From an optimization exercise on the open Yosys and OpenROAD flow, aimed at small area, a short achievable clock period and few clock cycles per item; shortcuts taken in it are not production practice.
At most, simulation tests tie the RTL to the original design; equivalence was not proved.

==> flow/design.v (excerpt) <==
module dtl_hdr_codec (
    input  wire         clk,
    input  wire         rst,
    input  wire         cmd_valid,
    output wire         cmd_ready,
    input  wire         cmd_op,        
    input  wire         cmd_scr_en,    
    input  wire [11:0]  b_plen,
    input  wire [11:0]  b_seq,
    input  wire [3:0]   b_mod,
    input  wire [3:0]   b_fec,
    input  wire [7:0]   b_flen,
    input  wire [7:0]   b_cwid,
    input  wire [13:0]  b_off,
    input  wire [13:0]  b_short,
    input  wire [3:0]   b_emod,
    input  wire [3:0]   b_efec,
    input  wire [767:0] hdr_in,
    output wire         res_valid,
    output wire [95:0]  hdr_out,       
    output wire         res_ok,        
    output wire [11:0]  r_plen,
    output wire [11:0]  r_seq,
    output wire [3:0]   r_mod,
    output wire [3:0]   r_fec,
    output wire [7:0]   r_flen,
    output wire [7:0]   r_cwid,
    output wire [13:0]  r_off,
    output wire [13:0]  r_short,
    output wire [3:0]   r_emod,
    output wire [3:0]   r_efec
);
export LEC_CHECK = 0
export ABC_CLOCK_PERIOD_IN_PS = 1500
export CAP_MARGIN = 20
export CORE_MARGIN = 2
export CORE_UTILIZATION = 40
export SETUP_SLACK_MARGIN = 3.3
export SLEW_MARGIN = 20
create_clock -name core_clock -period 5.0 [get_ports {clk}]
run.sh (not shown) runs the stock make flow with config.mk's settings and CLKGATE_MAP_FILE= SYNTH_SCRIPT=/design/flow/synth_recipe.tcl, a recipe that flattens the netlist after the stock synthesis.
The baseline did not get past I/O pin placement (3_2_place_iop).
Testbench counts at the start, summed over its fixed seeds: cycles 976, items 960.
Rerun with:
- CORE_AREA: default -> 10 10 290 290
- CORE_MARGIN: 2 -> default
- CORE_UTILIZATION: 40 -> default
- DIE_AREA: default -> 0 0 300 300
Effect: This time the run passed the timing, DRC and antenna checks. Area after synthesis stays the same. Synthesized cell count does not change.
Rerun with:
==> flow/flow/run.sh (new file) <==
#!/bin/bash
set -euo pipefail
cd "$(dirname "$0")/.."
bash standard.sh BUFFER_PORTS_ARGS="-buffer_cell sky130_fd_sc_hd__buf_1" finish > flow_make.log 2>&1
==> flow/standard.sh (new file) <==
#!/bin/bash
# synth_recipe.tcl (not shown) runs the flow's synth.tcl, then flattens the netlist and writes it again
# the make line also repeats each setting of config.mk as NAME=value (left out here)
make -C /OpenROAD-flow-scripts/flow DESIGN_CONFIG=/design/flow/config.mk WORK_HOME=/design/flow/orfs CLKGATE_MAP_FILE= SYNTH_SCRIPT=/design/flow/synth_recipe.tcl "${@:-finish}"
removed: flow/run.sh
After rerunning: The new run finished with timing, DRC and antenna clean. Critical path depth falls by 1. Cell count decreases by 0.70%. Area after synthesis stays the same. Non-clock buffer count shrinks by 15. Setup slack improved by 0.0073 ns. Final area goes down by 8.9%. Clock skew is about the same. Via count falls by 1.1%.
Rerun with:
==> flow/run.sh (new file) <==
#!/bin/bash
# synth_recipe.tcl (not shown) runs the flow's synth.tcl, then flattens the netlist and writes it again
# the make line also repeats each setting of config.mk as NAME=value (left out here)
make -C /OpenROAD-flow-scripts/flow DESIGN_CONFIG=/design/flow/config.mk WORK_HOME=/design/flow/orfs CLKGATE_MAP_FILE= SYNTH_SCRIPT=/design/flow/synth_recipe.tcl finish
- ABC_CLOCK_PERIOD_IN_PS: 1500 -> default
- SETUP_SLACK_MARGIN: 3.3 -> default
removed: flow/flow/run.sh
removed: flow/standard.sh
The changed run passed the timing, DRC and antenna checks.
Final area rose by a few percent.
First-iteration DRC count fell by a quarter to a third.
Die area does not change.
Global-route usage went down by 0.18 points.
Utilization climbs by 0.54 points.
Fmax is lower slightly.


## run A
dtl_hdr_codec, a different RTL version from the one above (not shown whole).
Size: roughly 660 cells after synthesis, ~190 flip-flops, ~1000 I/O pins.
// dtl_hdr_codec
module dtl_hdr_codec (
    input  wire         clk,
    input  wire         rst,
    input  wire         cmd_valid,
    output wire         cmd_ready,
    input  wire         cmd_op,        
    input  wire         cmd_scr_en,    
    input  wire [11:0]  b_plen,
    input  wire [11:0]  b_seq,
    input  wire [3:0]   b_mod,
    input  wire [3:0]   b_fec,
    input  wire [7:0]   b_flen,
    input  wire [7:0]   b_cwid,
    input  wire [13:0]  b_off,
    input  wire [13:0]  b_short,
    input  wire [3:0]   b_emod,
    input  wire [3:0]   b_efec,
    input  wire [767:0] hdr_in,
    output wire         res_valid,
    output wire [95:0]  hdr_out,       
    output wire         res_ok,        
    output wire [11:0]  r_plen,
    output wire [11:0]  r_seq,
    output wire [3:0]   r_mod,
    output wire [3:0]   r_fec,
    output wire [7:0]   r_flen,
    output wire [7:0]   r_cwid,
    output wire [13:0]  r_off,
    output wire [13:0]  r_short,
    output wire [3:0]   r_emod,
    output wire [3:0]   r_efec
);
    localparam HB = 96;
    localparam [95:0] SCR_SEQ = 96'h542de72b306d746440934f70;
    localparam [7:0]  SCR_CRC = 8'h85;
    reg [HB-1:0] body_bits;    
    reg [HB-1:0] sign_bits;    
    integer k;
    always @* begin
        body_bits = {HB{1'b0}};
        for (k = 0; k < 12; k = k + 1) body_bits[ 0 + k] = b_plen [11 - k];
        for (k = 0; k < 12; k = k + 1) body_bits[12 + k] = b_seq  [11 - k];
        for (k = 0; k < 4;  k = k + 1) body_bits[24 + k] = b_mod  [3 - k];
        for (k = 0; k < 4;  k = k + 1) body_bits[28 + k] = b_fec  [3 - k];
        for (k = 0; k < 8;  k = k + 1) body_bits[32 + k] = b_flen [7 - k];
        for (k = 0; k < 8;  k = k + 1) body_bits[40 + k] = b_cwid [7 - k];
        for (k = 0; k < 14; k = k + 1) body_bits[48 + k] = b_off  [13 - k];
        for (k = 0; k < 14; k = k + 1) body_bits[62 + k] = b_short[13 - k];
        for (k = 0; k < 4;  k = k + 1) body_bits[76 + k] = b_emod [3 - k];
        for (k = 0; k < 4;  k = k + 1) body_bits[80 + k] = b_efec [3 - k];
    end
    always @* begin
        for (k = 0; k < HB; k = k + 1) sign_bits[k] = hdr_in[8*k + 7];
    end
  ...
==> flow/config.mk <==
export PLATFORM = sky130hd
export DESIGN_NAME = dtl_hdr_codec
export DESIGN_NICKNAME = dtl_hdr_codec
export VERILOG_FILES = /design/flow/design.v
export SDC_FILE = /design/flow/constraint.sdc
export NUM_CORES = 4
export LEC_CHECK = 0
export CAP_MARGIN = 20
export CORE_AREA = 10 10 290 290
export DIE_AREA = 0 0 300 300
export SETUP_SLACK_MARGIN = 2.9
export SLEW_MARGIN = 20
export SYNTH_HIERARCHICAL = 1
export SYNTH_MINIMUM_KEEP_SIZE = 0
export TNS_END_PERCENT = 50
==> flow/constraint.sdc <==
create_clock -name core_clock -period 5.0 [get_ports {clk}]
set_input_delay 1.0000 -clock core_clock [delete_from_list [all_inputs] [get_ports {clk}]]
set_output_delay 1.0000 -clock core_clock [all_outputs]
set_load 0.01 [all_outputs]
standard.sh (not shown) runs the stock make flow with config.mk's settings and CLKGATE_MAP_FILE= SYNTH_SCRIPT=/design/flow/synth_recipe.tcl, a recipe that flattens the netlist after the stock synthesis.
==> flow/flow/run.sh <==
#!/bin/bash
# The standard layout, with two changes to how the cells are sized:
#  - the port buffers are made from the smallest buffer cell (buf_1);
#  - the pins of each header bit sit side by side (flow/io.tcl);
#  - clock tree synthesis adds no dummy loads;
#  - after floorplan, every combinational cell is set to the smallest drive
#    strength of its footprint, so that the later timing repair sizes up
#    only what the timing needs.
# Each tool's output goes to a log of its own in the work folder.
set -euo pipefail
cd "$(dirname "$0")/.."
W=$PWD
R=$W/orfs/results/${FLOW_PLATFORM:-sky130hd}/dtl_hdr_codec/base
PB="BUFFER_PORTS_ARGS=-buffer_cell sky130_fd_sc_hd__buf_1"
IO="PRE_IO_PLACEMENT_TCL=$W/flow/io.tcl"
CTS="CTS_ARGS=-sink_clustering_enable -repair_clock_nets -dont_use_dummy_load"
bash standard.sh "$PB" "$IO" floorplan > flow_make_floorplan.log 2>&1
RESULTS=$R openroad -no_init -exit flow/downsize.tcl > flow_downsize.log 2>&1
bash standard.sh "$PB" "$IO" "$CTS" finish > flow_make_finish.log 2>&1
Other scripts of this flow, unchanged in this note and not shown: flow/flow/downsize.tcl, flow/flow/io.tcl
Run A completed; timing, DRC and antenna clean
Testbench counts of run A, summed over its fixed seeds: cycles 976, items 960.
Here is what was changed in the inputs of run B compared with run A.
Settings: putting CTS_CLUSTER_SIZE at 30 where nothing was set; swapping 50 for 30 in TNS_END_PERCENT; putting CTS_CLUSTER_DIAMETER at 120 where nothing was set.
diff --git a/flow/flow/run.sh b/flow/flow/run.sh
--- a/flow/flow/run.sh
+++ b/flow/flow/run.sh
@@ -5 +4,0 @@
-#  - clock tree synthesis adds no dummy loads;
@@ -16 +14,0 @@
-CTS="CTS_ARGS=-sink_clustering_enable -repair_clock_nets -dont_use_dummy_load"
@@ -19 +17 @@
-bash standard.sh "$PB" "$IO" "$CTS" finish > flow_make_finish.log 2>&1
+bash standard.sh "$PB" "$IO" finish > flow_make_finish.log 2>&1
Notes after the runs:
Run A → run B: maximum number of buffers from clock root to sink level; total wire length level.
Changes in run C relative to run B:
Settings: clearing CTS_CLUSTER_SIZE, which used to be 30; clearing CTS_CLUSTER_DIAMETER, which used to be 120; putting PLACE_DENSITY at 0.7 where nothing was set.
diff --git a/flow/flow/run.sh b/flow/flow/run.sh
--- a/flow/flow/run.sh
+++ b/flow/flow/run.sh
@@ -4,0 +5,2 @@
+#  - clock tree synthesis adds no dummy loads;
+#  - the port buffers of the CRC and check outputs are buf_4 (flow/outbuf.tcl);
@@ -14,0 +17 @@
+CTS="CTS_ARGS=-sink_clustering_enable -repair_clock_nets -dont_use_dummy_load"
@@ -17 +20,3 @@
-bash standard.sh "$PB" "$IO" finish > flow_make_finish.log 2>&1
+bash standard.sh "$PB" "$IO" place > flow_make_place.log 2>&1
+RESULTS=$R openroad -no_init -exit flow/outbuf.tcl > flow_outbuf.log 2>&1
+bash standard.sh "$PB" "$IO" "$CTS" finish > flow_make_finish.log 2>&1
==> flow/flow/outbuf.tcl (new file) <==
# Give the output ports fed from the CRC / check registers a buf_4 as their
# port buffer (buffer_ports made them buf_1): those registers sit by the CRC
# network, far from their pins.
set lib $::env(FLOW_HOME)/platforms/sky130hd/lib/sky130_fd_sc_hd__tt_025C_1v80.lib
read_liberty $lib
read_db $::env(RESULTS)/3_place.odb
set db [ord::get_db]
set block [ord::get_db_block]
set m4 [$db findMaster sky130_fd_sc_hd__buf_4]
set ports {res_ok}
for {set k 88} {$k < 96} {incr k} { lappend ports "hdr_out\[$k\]" }
foreach p $ports {
  set bt [$block findBTerm $p]
  if {$bt == "NULL"} { continue }
  set net [$bt getNet]
  foreach it [$net getITerms] {
    set inst [$it getInst]
    set mn [[$inst getMaster] getName]
    if {[$it isOutputSignal] && [string match "sky130_fd_sc_hd__buf_*" $mn]} {
      puts "upsize [$inst getName] $mn -> sky130_fd_sc_hd__buf_4 (drives $p)"
      $inst swapMaster $m4
    }
  }
}
write_db $::env(RESULTS)/3_place.odb
Run C completed every stage of the flow, and the final layout passed the timing, DRC and antenna checks.
Against run B, run C reports a number of non-clock buffers that is lower.
There was hardly any difference in maximum count of clock buffers along a single path between run C and run B.
Between run C and run B, it is run C whose met3 routing resource usage after global routing is higher, by 0.72 points.
Compared with run B, the router placed fewer vias in run C.
Compared run B against run C; upper clock frequency limit within noise.
Minimum clock period after layout was higher in the run labelled run C.
Looking at met1 wire length, run C sits below run B.
Compared run C vs run B, and post-DP HPWL is up in run C.
#### Input delta (run D over run C)
Settings: PLACE_DENSITY: 0.7 -> unset.
diff --git a/flow/flow/run.sh b/flow/flow/run.sh
--- a/flow/flow/run.sh
+++ b/flow/flow/run.sh
@@ -6 +5,0 @@
-#  - the port buffers of the CRC and check outputs are buf_4 (flow/outbuf.tcl);
@@ -20,2 +18,0 @@
-bash standard.sh "$PB" "$IO" place > flow_make_place.log 2>&1
-RESULTS=$R openroad -no_init -exit flow/outbuf.tcl > flow_outbuf.log 2>&1
removed: flow/flow/outbuf.tcl
Findings:
- On overall global routing resource usage, run C and run D are neck and neck.
- Run C → run D: register-to-register setup slack now sits higher; final worst slack now sits higher; wire length after detailed routing now sits higher.
--- input diff run D..run E ---
diff --git a/flow/flow/run.sh b/flow/flow/run.sh
--- a/flow/flow/run.sh
+++ b/flow/flow/run.sh
@@ -5 +4,0 @@
-#  - clock tree synthesis adds no dummy loads;
@@ -16 +14,0 @@
-CTS="CTS_ARGS=-sink_clustering_enable -repair_clock_nets -dont_use_dummy_load"
@@ -19 +17 @@
-bash standard.sh "$PB" "$IO" "$CTS" finish > flow_make_finish.log 2>&1
+bash standard.sh "$PB" "$IO" finish > flow_make_finish.log 2>&1
## What came out
- Looking at run D and run E, the global-route usage is a wash.
- Run D and run E ended up with nearly the same area growth from synthesis to final layout.
- The run showing the smaller final critical-path required period is run D.
- Count of non-CTS inverters in the layout: run E vs run D identical
- There was hardly any difference in final area between run E and run D.
- Going from run D to run E, fraction of met2 tracks used by global routing barely changed; routed wire length picked up an extra 0.54%.
- Against run D, run E reports a met3 wire length that is higher.
- Comparing run D and run E, depth of the most critical reg-to-reg path is higher on run D.
For run F, these inputs were changed with respect to run E:
Settings: putting CTS_BUF_LIST at sky130_fd_sc_hd__clkbuf_8 where nothing was set; putting CTS_CLUSTER_SIZE at 6 where nothing was set.
Findings:
Launch point of the critical path: a_y[31]$_DFF_P_ -> run F, b_t[6]$_DFF_P_ -> run E. Run F against run E: met1 layer usage reported by global route went down 0.16 points.


Another version of the RTL of dtl_hdr_codec (not shown whole).
For scale: about 690 cells after synthesis, roughly 1,000 I/O pins.
clock: 5.0 ns
lec_check: 0
abc_clock_period_in_ps: 2000
cap_margin: 20
core_area: 10 10 290 290
die_area: 0 0 300 300
setup_slack_margin: 2.6
slew_margin: 20
tns_end_percent: 10
==> flow/flow/run.sh <==
#!/bin/bash
set -euo pipefail
cd "$(dirname "$0")/.."
bash standard.sh BUFFER_PORTS_ARGS="-buffer_cell sky130_fd_sc_hd__buf_1" finish > flow_make.log 2>&1
The first run produced a clean layout.
Rerun with:
==> flow/flow/run.sh (replaced) <==
#!/bin/bash
# The standard layout, with two changes to how the cells are sized:
#  - the port buffers are made from the smallest buffer cell (buf_1);
#  - after floorplan, every combinational cell is set to the smallest drive
#    strength of its footprint, so that the later timing repair sizes up
#    only what the timing needs.
# Each tool's output goes to a log of its own in the work folder.
set -euo pipefail
cd "$(dirname "$0")/.."
W=$PWD
R=$W/orfs/results/${FLOW_PLATFORM:-sky130hd}/dtl_hdr_codec/base
PB="BUFFER_PORTS_ARGS=-buffer_cell sky130_fd_sc_hd__buf_1"
bash standard.sh "$PB" floorplan > flow_make_floorplan.log 2>&1
RESULTS=$R openroad -no_init -exit flow/downsize.tcl > flow_downsize.log 2>&1
bash standard.sh "$PB" finish > flow_make_finish.log 2>&1
==> flow/flow/downsize.tcl (new file) <==
# Set every combinational cell of 2_floorplan.odb to the smallest drive
# strength (_1) of its footprint. Registers, clock cells and tie cells stay.
set lib $::env(FLOW_HOME)/platforms/sky130hd/lib/sky130_fd_sc_hd__tt_025C_1v80.lib
read_liberty $lib
read_db $::env(RESULTS)/2_floorplan.odb
set db [ord::get_db]
set n 0
foreach inst [[ord::get_db_block] getInsts] {
  set m [[$inst getMaster] getName]
  if {![regexp {^(sky130_fd_sc_hd__[a-z0-9]+)_([0-9]+)$} $m -> base size]} { continue }
  if {$size == 1} { continue }
  if {[regexp {__(df|sdf|edf|dl|clk|conb|tap|fill|decap|diode|probe|lpflow)} $base]} { continue }
  set target ${base}_1
  set tm [$db findMaster $target]
  if {$tm == "NULL" || $tm == ""} { continue }
  puts "downsize [$inst getName] $m -> $target"
  $inst swapMaster $tm
  incr n
}
puts "downsized $n cells"
write_db $::env(RESULTS)/2_floorplan.odb
SETUP_SLACK_MARGIN = 2.7   (was 2.6)
What happened: Worst setup slack gains 0.041 ns. Final cell count is higher slightly. Non-clock buffer count is higher by 19. Core utilization is higher by 0.52 points. Via count is higher by a few percent. Worst hold slack loses 0.0047 ns. Die area is unchanged. Wire length stays flat. Clock-buffer cell count does not change.
No run of this note included a check of the RTL's function; only the layout flow was run.

[separate check: timing with driven ports]
The flow's constraints put no driver on any port. The routed layouts listed below were extracted and timed again, unchanged, in two steps.
Step 1 (the two cells are an assumption about what drives the block):
set clk [get_ports {clk}]
set_driving_cell -lib_cell sky130_fd_sc_hd__clkbuf_16 $clk
set_driving_cell -lib_cell sky130_fd_sc_hd__buf_2 [delete_from_list [all_inputs] $clk]
Step 2, shift: input delay + t, output delay - t, t = (earliest + latest rising clock arrival at the registers) / 2. This alone moves slack from input paths to output paths.
Three values: ideal ports, drivers, drivers and shift; two values: the first two.
run | t, ns | setup WS [ns] | worst register clock-pin slew, ns
the second run of note 1 | 0.510 | 0.159 / 0.159 / 0.159 | 0.09 / 0.09
the third run of note 1 | 0.519 | 0.167 / 0.167 / 0.167 | 0.09 / 0.09
the fourth run of note 1 | 0.545 | 0.078 / 0.078 / 0.078 | 0.11 / 0.11
run A | 0.524 | 2.821 / 2.783 / 2.461 | 0.08 / 0.08
run B | 0.535 | 2.816 / 2.763 / 2.495 | 0.09 / 0.09
run C | 0.520 | 2.813 / 2.813 / 2.417 | 0.08 / 0.08
run D | 0.522 | 2.828 / 2.774 / 2.466 | 0.08 / 0.08
run E | 0.535 | 2.816 / 2.763 / 2.495 | 0.09 / 0.09
run F | 0.593 | 2.836 / 2.836 / 2.490 | 0.12 / 0.12
the first run of note 3 | 0.415 | 2.310 / 2.151 / 1.736 | 0.08 / 0.08
the second run of note 3 | 0.423 | 2.351 / 2.061 / 1.637 | 0.09 / 0.09
After both steps every run listed still meets setup and hold. For the second run of note 3, which loses most, drivers alone change the setup slack by -0.290 ns; drivers and shift together by -0.714 ns.
